Background: an optimization exercise with open tools, aiming at small area, a short achievable clock period and few clock cycles. Do not read the settings as production practice. In this exercise RTL edits were held to simulation tests only and were not proved equivalent to the original. Power and IR drop assume default switching activity.

### design/flow/config.mk
export PLATFORM = sky130hd
export DESIGN_NAME = rx_framer
export DESIGN_NICKNAME = rx_framer
export VERILOG_FILES = /design/flow/design.v
export SDC_FILE = /design/flow/constraint.sdc
export NUM_CORES = 4
export LEC_CHECK = 0
export CAP_MARGIN = 20
export CORE_MARGIN = 2
export CORE_UTILIZATION = 40
export SLEW_MARGIN = 20
### design/flow/constraint.sdc
create_clock -name core_clock -period 10.0 [get_ports {clk}]
set_input_delay 2.0000 -clock core_clock [delete_from_list [all_inputs] [get_ports {clk}]]
set_output_delay 2.0000 -clock core_clock [all_outputs]
set_load 0.01 [all_outputs]
### design/flow/design.v
module rx_framer (
    input  wire        clk,
    input  wire        rst,           
    input  wire        cmd_valid,
    input  wire        cmd_step,      
    input  wire [7:0]  cmd_byte,      
    output wire        cmd_ready,
    output wire        idle,
    output wire [8:0]  rx_count,
    output reg         ev_valid,
    output reg         ev_ok,
    output wire [95:0] ev_payload,    
    output wire [15:0] ev_rxck,
    output reg  [15:0] ev_ck
);
    localparam QD = 4;                
    localparam QB = 2;                
    localparam [1:0] P_IDLE = 2'd0,
                     P_EVAL = 2'd1,
                     P_WAIT = 2'd2,
                     P_FIN  = 2'd3;
    reg        byte_ok;               
    reg        step_ok;               
    assign cmd_ready = cmd_step ? step_ok : byte_ok;
    wire acc_byte = cmd_valid & ~cmd_step & byte_ok;
    wire acc_step = cmd_valid &  cmd_step & step_ok;
    reg  [8:0] tail;                  
    reg  [8:0] head;                  
    reg  [8:0] sp;                    
    reg  [8:0] tsnap;                 
    reg  [1:0] pstate;
    reg  [2047:0] ring;               
    wire [255:0] wdec = {255'd0, acc_byte} << tail[7:0];
    genvar g, r;
    generate
        for (g = 0; g < 256; g = g + 1) begin : g_wr
            always @(posedge clk)
                if (wdec[g]) ring[8*g +: 8] <= cmd_byte;
        end
    endgenerate
    wire [3:0]  s_lo = sp[3:0];
    wire [15:0] rsel0 = 16'd1 << sp[7:4];
    wire [15:0] rsel1 = {rsel0[14:0], rsel0[15]};
    wire [127:0] bank;                
    generate
        for (g = 0; g < 16; g = g + 1) begin : g_bank
            wire        up  = (g < s_lo);
            wire [15:0] sel = up ? rsel1 : rsel0;
            wire [127:0] terms;
            for (r = 0; r < 16; r = r + 1) begin : g_row
                assign terms[8*r +: 8] = {8{sel[r]}} & ring[8*(16*r+g) +: 8];
            end
            assign bank[8*g +: 8] =
                terms[  7:  0] | terms[ 15:  8] | terms[ 23: 16] | terms[ 31: 24] |
                terms[ 39: 32] | terms[ 47: 40] | terms[ 55: 48] | terms[ 63: 56] |
                terms[ 71: 64] | terms[ 79: 72] | terms[ 87: 80] | terms[ 95: 88] |
                terms[103: 96] | terms[111:104] | terms[119:112] | terms[127:120];
        end
    endgenerate
    wire [127:0] rot0 = s_lo[0] ? {bank[  7:0], bank[127:  8]} : bank;
    wire [127:0] rot1 = s_lo[1] ? {rot0[ 15:0], rot0[127: 16]} : rot0;
    wire [127:0] rot2 = s_lo[2] ? {rot1[ 31:0], rot1[127: 32]} : rot1;
    wire [127:0] rot3 = s_lo[3] ? {rot2[ 63:0], rot2[127: 64]} : rot2;
    reg  [127:0] win;                 
    always @(posedge clk)
        win <= rot3;
    assign ev_rxck    = win[23:8];
    assign ev_payload = win[119:24];
    reg  [18:0] sum;
    always @(posedge clk)
        sum <= {3'd0, win[ 39: 24]} + {3'd0, win[ 55: 40]} + {3'd0, win[ 71: 56]} +
               {3'd0, win[ 87: 72]} + {3'd0, win[103: 88]} + {3'd0, win[119:104]};
    wire [16:0] fold1 = {1'b0, sum[15:0]} + {14'd0, sum[18:16]};
    wire [16:0] fold2 = {1'b0, fold1[15:0]} + {16'd0, fold1[16]};
    wire [15:0] ck    = ~fold2[15:0];
    wire        match = (ck == win[23:8]);
    wire [15:0] ff;
    generate
        for (g = 0; g < 16; g = g + 1) begin : g_ff
            assign ff[g] = &win[8*g +: 8];
        end
    endgenerate
    wire [8:0]  d = tsnap - sp;       
    wire        dbig = |d[8:4];
    wire [15:0] valid;
    generate
        for (g = 0; g < 16; g = g + 1) begin : g_valid
            assign valid[g] = dbig | (d[3:0] > g);
        end
    endgenerate
    wire [15:0] ffv = ff & valid;
    wire        found = |ffv;
    reg  [3:0]  fi;
    integer k;
    always @(*) begin
        fi = 4'd0;
        for (k = 15; k >= 0; k = k - 1)
            if (ffv[k]) fi = k[3:0];
    end
    wire [8:0]  sp_fi   = sp + {5'd0, fi};
    wire [8:0]  cnt_fi  = d - {5'd0, fi};
    wire        short   = (cnt_fi < 9'd15);
    wire [8:0]  sp_16   = sp + 9'd16;
    wire [8:0]  cnt_all = tsnap - head;
    reg  [3:0]  ij;
    always @(*) begin
        ij = 4'd0;
        for (k = 14; k >= 1; k = k - 1)
            if (ff[k]) ij = k[3:0];
    end
    wire        inner = |ff[14:1];
    wire [8:0]  h15 = head + 9'd15;
    wire [8:0]  hij = head + {5'd0, ij};
    reg  [8:0]  qs [0:QD-1];
    reg  [QB:0] qwp, qrp;
    wire        qempty = (qwp == qrp);
    wire        pop    = (pstate == P_IDLE) & ~qempty;
    wire [QB:0] qcnt_n = qwp - qrp + {{QB{1'b0}}, acc_step} - {{QB{1'b0}}, pop};
    always @(posedge clk)
        if (acc_step) qs[qwp[QB-1:0]] <= tail;
    wire [8:0] occ = tail - head;
    assign idle     = (pstate == P_IDLE) & qempty;
    assign rx_count = occ;
    always @(posedge clk) begin
        if (rst) begin
            tail     <= 9'd0;
            head     <= 9'd0;
            sp       <= 9'd0;
            qwp      <= {(QB+1){1'b0}};
            qrp      <= {(QB+1){1'b0}};
            pstate   <= P_IDLE;
            byte_ok  <= 1'b1;
            step_ok  <= 1'b1;
            ev_valid <= 1'b0;
            ev_ok    <= 1'b0;
        end else begin
            ev_valid <= 1'b0;
            if (acc_byte) tail <= tail + 9'd1;
            if (acc_step) qwp  <= qwp + 1'b1;
            if (pop)      qrp  <= qrp + 1'b1;
            byte_ok <= ~(occ[8] | (acc_byte & (&occ[7:0])));
            step_ok <= ~qcnt_n[QB];
            case (pstate)
                P_IDLE: begin
                    if (pop) begin
                        tsnap  <= qs[qrp[QB-1:0]];
                        pstate <= P_EVAL;
                    end
                end
                P_EVAL: begin
                    if (found) begin
                        head <= sp_fi;
                        sp   <= sp_fi;
                        if (short)
                            pstate <= P_IDLE;          
                        else if (fi == 4'd0)
                            pstate <= P_FIN;           
                        else
                            pstate <= P_WAIT;          
                    end else if (d <= 9'd16) begin
                        sp <= tsnap;
                        if (cnt_all > 9'd128)
                            head <= tsnap;             
                        pstate <= P_IDLE;
                    end else begin
                        sp     <= sp_16;
                        pstate <= P_WAIT;
                    end
                end
                P_WAIT: pstate <= P_EVAL;
                P_FIN: begin
                    ev_valid <= 1'b1;
                    ev_ok    <= match;
                    ev_ck    <= ck;
                    if (match || !inner) begin
                        head <= h15;
                        sp   <= h15;
                    end else begin
                        head <= hij;
                        sp   <= hij;
                    end
                    pstate <= P_IDLE;
                end
            endcase
        end
    end
endmodule
### design/flow/run.sh
#!/bin/bash
# synth_recipe.tcl (not shown) runs the flow's synth.tcl, then flattens the netlist and writes it again
# the make line also repeats each setting of config.mk as NAME=value (left out here)
make -C /OpenROAD-flow-scripts/flow DESIGN_CONFIG=/design/flow/config.mk WORK_HOME=/design/flow/orfs CLKGATE_MAP_FILE= SYNTH_SCRIPT=/design/flow/synth_recipe.tcl finish
==> notes.md <==
sequential cells by signal, summed over array words and instances, names as in the netlist, 2 cells and up:
signal  flops
ring     2048
sum        19
pstate      2
qs         36
qrp         3
head        9
sp          9
tail        9
tsnap       9
qwp         3
ev_ck      16
win       128
Yosys cell counts, types with 119 or more instances:
cell type / instances
sky130_fd_sc_hd__a22oi_1: 462
sky130_fd_sc_hd__edfxtp_1: 2109
sky130_fd_sc_hd__nand3_1: 119
sky130_fd_sc_hd__nor3_1: 126
sky130_fd_sc_hd__dfxtp_1: 186
sky130_fd_sc_hd__a221oi_1: 190
sky130_fd_sc_hd__clkbuf_1: 129
sky130_fd_sc_hd__mux2i_1: 499
sky130_fd_sc_hd__nand2_1: 397
sky130_fd_sc_hd__buf_4: 125
sky130_fd_sc_hd__inv_1: 149
sky130_fd_sc_hd__a22o_1: 220
sky130_fd_sc_hd__mux2_2: 160
sky130_fd_sc_hd__a21oi_1: 120
sky130_fd_sc_hd__nor2_1: 404
area by class of cell:
type,count,area [sq um]
Clock inverter,135,1277
Tap cell,3185,3985
Inverter,156,595.6
Clock buffer,270,5786
Sequential cell,2295,67080
Timing Repair Buffer,347,3034
Antenna cell,5,12.51
Multi-Input combinational cell,3659,27500
Fill cell,20800,131300
kinds of logic (layout without fill, tap and decap cells):
family          Yosys count  in the layout  synth area share (%)
compound gates         1349           1349                 10.62
mux                     668            668                 7.234
simple gates           1399           1399                 6.894
other cells               0              5                     0
flops                  2295           2295                 69.30
xor+xnor                 97             97                0.9660
fa+ha+maj               146            146                 2.454
buf+inv                 502            908                 2.523
worst paths after layout:
check                  to  slack (ps)
hold reg to reg   head[7]         490
setup reg to reg  head[7]        2590
hold / removal    head[7]         490
setup / recovery  head[7]        2590
routing by layer:
| layer | vias to the layer above | part of all wire [%] | GRT usage [%] |
|---|---|---|---|
| met5 | - | 0.011 | 0 |
| met4 | 4 | 4.4 | 10.39 |
| met3 | 526 | 10 | 5.633 |
| met2 | 3656 | 44 | 38.57 |
| met1 | 31380 | 41 | 35.77 |
| li1 | 26020 | - | - |
metrics by stage:
step | setup WS [ps] | total power [mW] | instance area (sq um) | util, %
floorplan | 3819 | 21.58 | 96750 | -
global placement | 2692 | 27.78 | 102000 | 42.43
detailed placement | 2661 | 27.95 | 102100 | 42.46
CTS | 2638 | 36.14 | 109200 | 45.40
global route | 2036 | 37.90 | 109300 | 45.42
finish | 2595 | 36.32 | 109300 | 45.43
worst reg2reg max path: stages (launching register included):
cell and delay, ps:
sky130_fd_sc_hd__dfxtp_1 320, sky130_fd_sc_hd__ha_1 260, sky130_fd_sc_hd__fa_1 350, sky130_fd_sc_hd__a21o_1 230, sky130_fd_sc_hd__nand4_1 290, sky130_fd_sc_hd__or2_2 390
sky130_fd_sc_hd__nor3_1 420, sky130_fd_sc_hd__ha_1 260, sky130_fd_sc_hd__ha_1 190, sky130_fd_sc_hd__and2_1 170, sky130_fd_sc_hd__nand4_1 190, sky130_fd_sc_hd__nor3_1 560
sky130_fd_sc_hd__xor3_1 430, sky130_fd_sc_hd__nor2_1 120, sky130_fd_sc_hd__nand4_1 130, sky130_fd_sc_hd__nor4_1 840, sky130_fd_sc_hd__nor2_1 120, sky130_fd_sc_hd__o21ai_0 210
sky130_fd_sc_hd__ha_1 310, sky130_fd_sc_hd__a21o_1 160, sky130_fd_sc_hd__a21oi_1 210, sky130_fd_sc_hd__nor2b_1 70, sky130_fd_sc_hd__o21ai_0 430, sky130_fd_sc_hd__nor3_1 110
sky130_fd_sc_hd__xnor2_1 220, sky130_fd_sc_hd__nor2_1 60, sky130_fd_sc_hd__o41ai_1 230
report_power, final:
part / internal [mW] / leakage (nW) / total [mW] / switching [mW]
registers: 11.0 / 20.5 / 11.8 / 0.783
clock network: 4.54 / 3.44 / 8.24 / 3.70
logic: 6.08 / 13.4 / 16.3 / 10.2
==> reports/summary.md <==
- 3 — Bufs on Longest Clock Path
- sky130_fd_sc_hd__edfxtp_1 (2109), sky130_fd_sc_hd__mux2i_1 (499), sky130_fd_sc_hd__a22oi_1 (462), sky130_fd_sc_hd__nor2_1 (403), sky130_fd_sc_hd__nand2_1 (395) — most used cells in the layout excluding fill and tap cells
- 0 — number of maximum-capacitance violations
- 0 — number of design rule violations left after detail routing
- 12.93% — area grow syn2layout
- 8200 ps — Arrival @ worst endpoint
- 26 — R2R cell count
- 0 — PostCTS Resize Cnt
- 2109 — number of synthesized flops with an enable pin
- 26 — critical path depth in cells
- 60 ps — clock slew at reported path FFs
- 98 — number of unique standard cell types used by synthesis
- 332.4 nW/um^2 — power density relative to cell area
- simple AND/OR/NAND/NOR gates — CP delay by family, top
- 0 — overflow left after global routing
- 213800 microns — dpl hpwl
- 0.4994 mV — maximum resistive drop on vdd
- sky130_fd_sc_hd__edfxtp_1 — Synth Flop Type
- 0 ps — total negative slack
- 2295 — total number of clock tree sinks
- 0 — setup violation total in the final timing report
- 221 — cts bufs inserted
- 245800 sq um — die area
- flip-flop to flip-flop — startpoint-to-endpoint class of the critical path
- 2295 — post-synthesis register bit count
- 14.91% — worst slew margin relative to its limit
- 160 — maximum number of pins on one net before global-route repair
- 0.1350 GHz — fmax
- 37.42 nW — static leakage
- complete, no violations — outcome
- 0.9431 — final RePlAce weighted congestion
- 11.61% — layout cells sized above 1
- 4 — maximum level of the CTS H-tree
- sky130_fd_sc_hd__ha_1 — most repeated library cell on the critical path
- 65.46% — proportion of netlist area held by the largest area contributor
- 25.54% — global router's overall resource usage
- 72.27 ps — final setup skew
- 6456 — Cells after Synth
- 0 — ANT nets after route
- 449900 microns — wire length of the first global-routing pass
- 0% — proportion of register bits with asynchronous set or reset after synthesis
- 0 — hold buffer count at cts
- 61590 — DR vias
- 495.8 microns — Die X-Extent
- sky130_fd_sc_hd__edfxtp_1 (65%), sky130_fd_sc_hd__mux2i_1 (5.2%), sky130_fd_sc_hd__dfxtp_1 (3.8%) — most area-consuming cells after synthesis
- flip-flop — type of element launching the critical path
- sum[0] — Setup crit start
- 495.8 microns — Die H
- 320700 microns — Post-Route WL
- 0 — number of buffer and inverter instances along the worst setup path
- 14.99 sq um — syn_area_per_cell
- 31.90 microns — Wirelength per Cell
- 74.05% — fin crit share
- 1269 ps — Least-Margin Pin Slew
- 6614 — post-synthesis net count
- 6838 — count of nets after finishing
- flip-flop — kind of capture point of the worst setup path
- sky130_fd_sc_hd__clkbuf_16 — buffer type at the clock tree root
- sum[0] — startpoint of the worst-slack reg-to-reg timing path
- 7405 ps — Final Critical Period
- 58670 — number of global-route vias before repair
- no — RSZ-0062 raised after global routing
- 10050 — final std cells w/o fill
- 0 — number of buffers added for setup after CTS
- 2 — Worst Hold Path Cells
- 9640 — Placed Cells
- 69.30% — Seq/Total Area, Yosys
- sky130_fd_sc_hd__nor4_1 — Worst path slowest cell
- 240500 sq um — core area
- 180 — count of standard-cell rows
- 1 — number of warning messages in the yosys log
- 153 — top-level I/O count
- 5 — antenna violations before repair
- 10790 ps — required time reported for the critical path endpoint
- 840 ps — critical path's largest stage delay
- sky130_fd_sc_hd__edfxtp_1 — Synth area leader
- 6 — highest net fanout along the worst path
- 0 — number of slew-limit violations in the final report
- sky130_fd_sc_hd__edfxtp_1 — most common library cell in the layout ignoring fill and taps
- yes — clock tree from TritonCTS
- 6.127 — detailed-route vias per instance
- 494.0 ps — final-layout worst hold slack
- flip-flop to flip-flop — worst hold path class
- 152 — Port Buffers
- 40.22% — initial core utilization
- 96750 sq um — post-synth design cell area
- 890 ps — Clock Latency Late Sink
- 9 — TritonRoute pass-1 iters
- 8771 — violation count after the first detailed-route iteration
- head[7] — worst hold path startpoint
- 0 — hold violation total from the final report
Testbench counts, summed over its fixed seeds: cycles 32,016.

re-timing with driven ports:
No port has a modelled driver above. Below, the same layout with a new extraction and two added sets of constraints. Step 1, drivers: a clkbuf_16 drives clk and a buf_2 each remaining input, both assumed. Step 2 times the ports against the registers' clock, not the clock port: input delays grow and output delays shrink by t, the midpoint of the rising clock arrivals with the driver on. Three values: ideal ports, drivers, drivers and shift; two values: the first two.
t, ns: 0.953
setup slack, ns: 2.595 / 2.595 / 2.595
worst hold slack (ns): 0.494 / 0.494 / 0.494
pins driven straight from the clock port: 1
After both steps setup and hold are still met in this run. For this run, drivers alone change the setup slack by 0.000 ns; drivers and shift together by 0.000 ns.
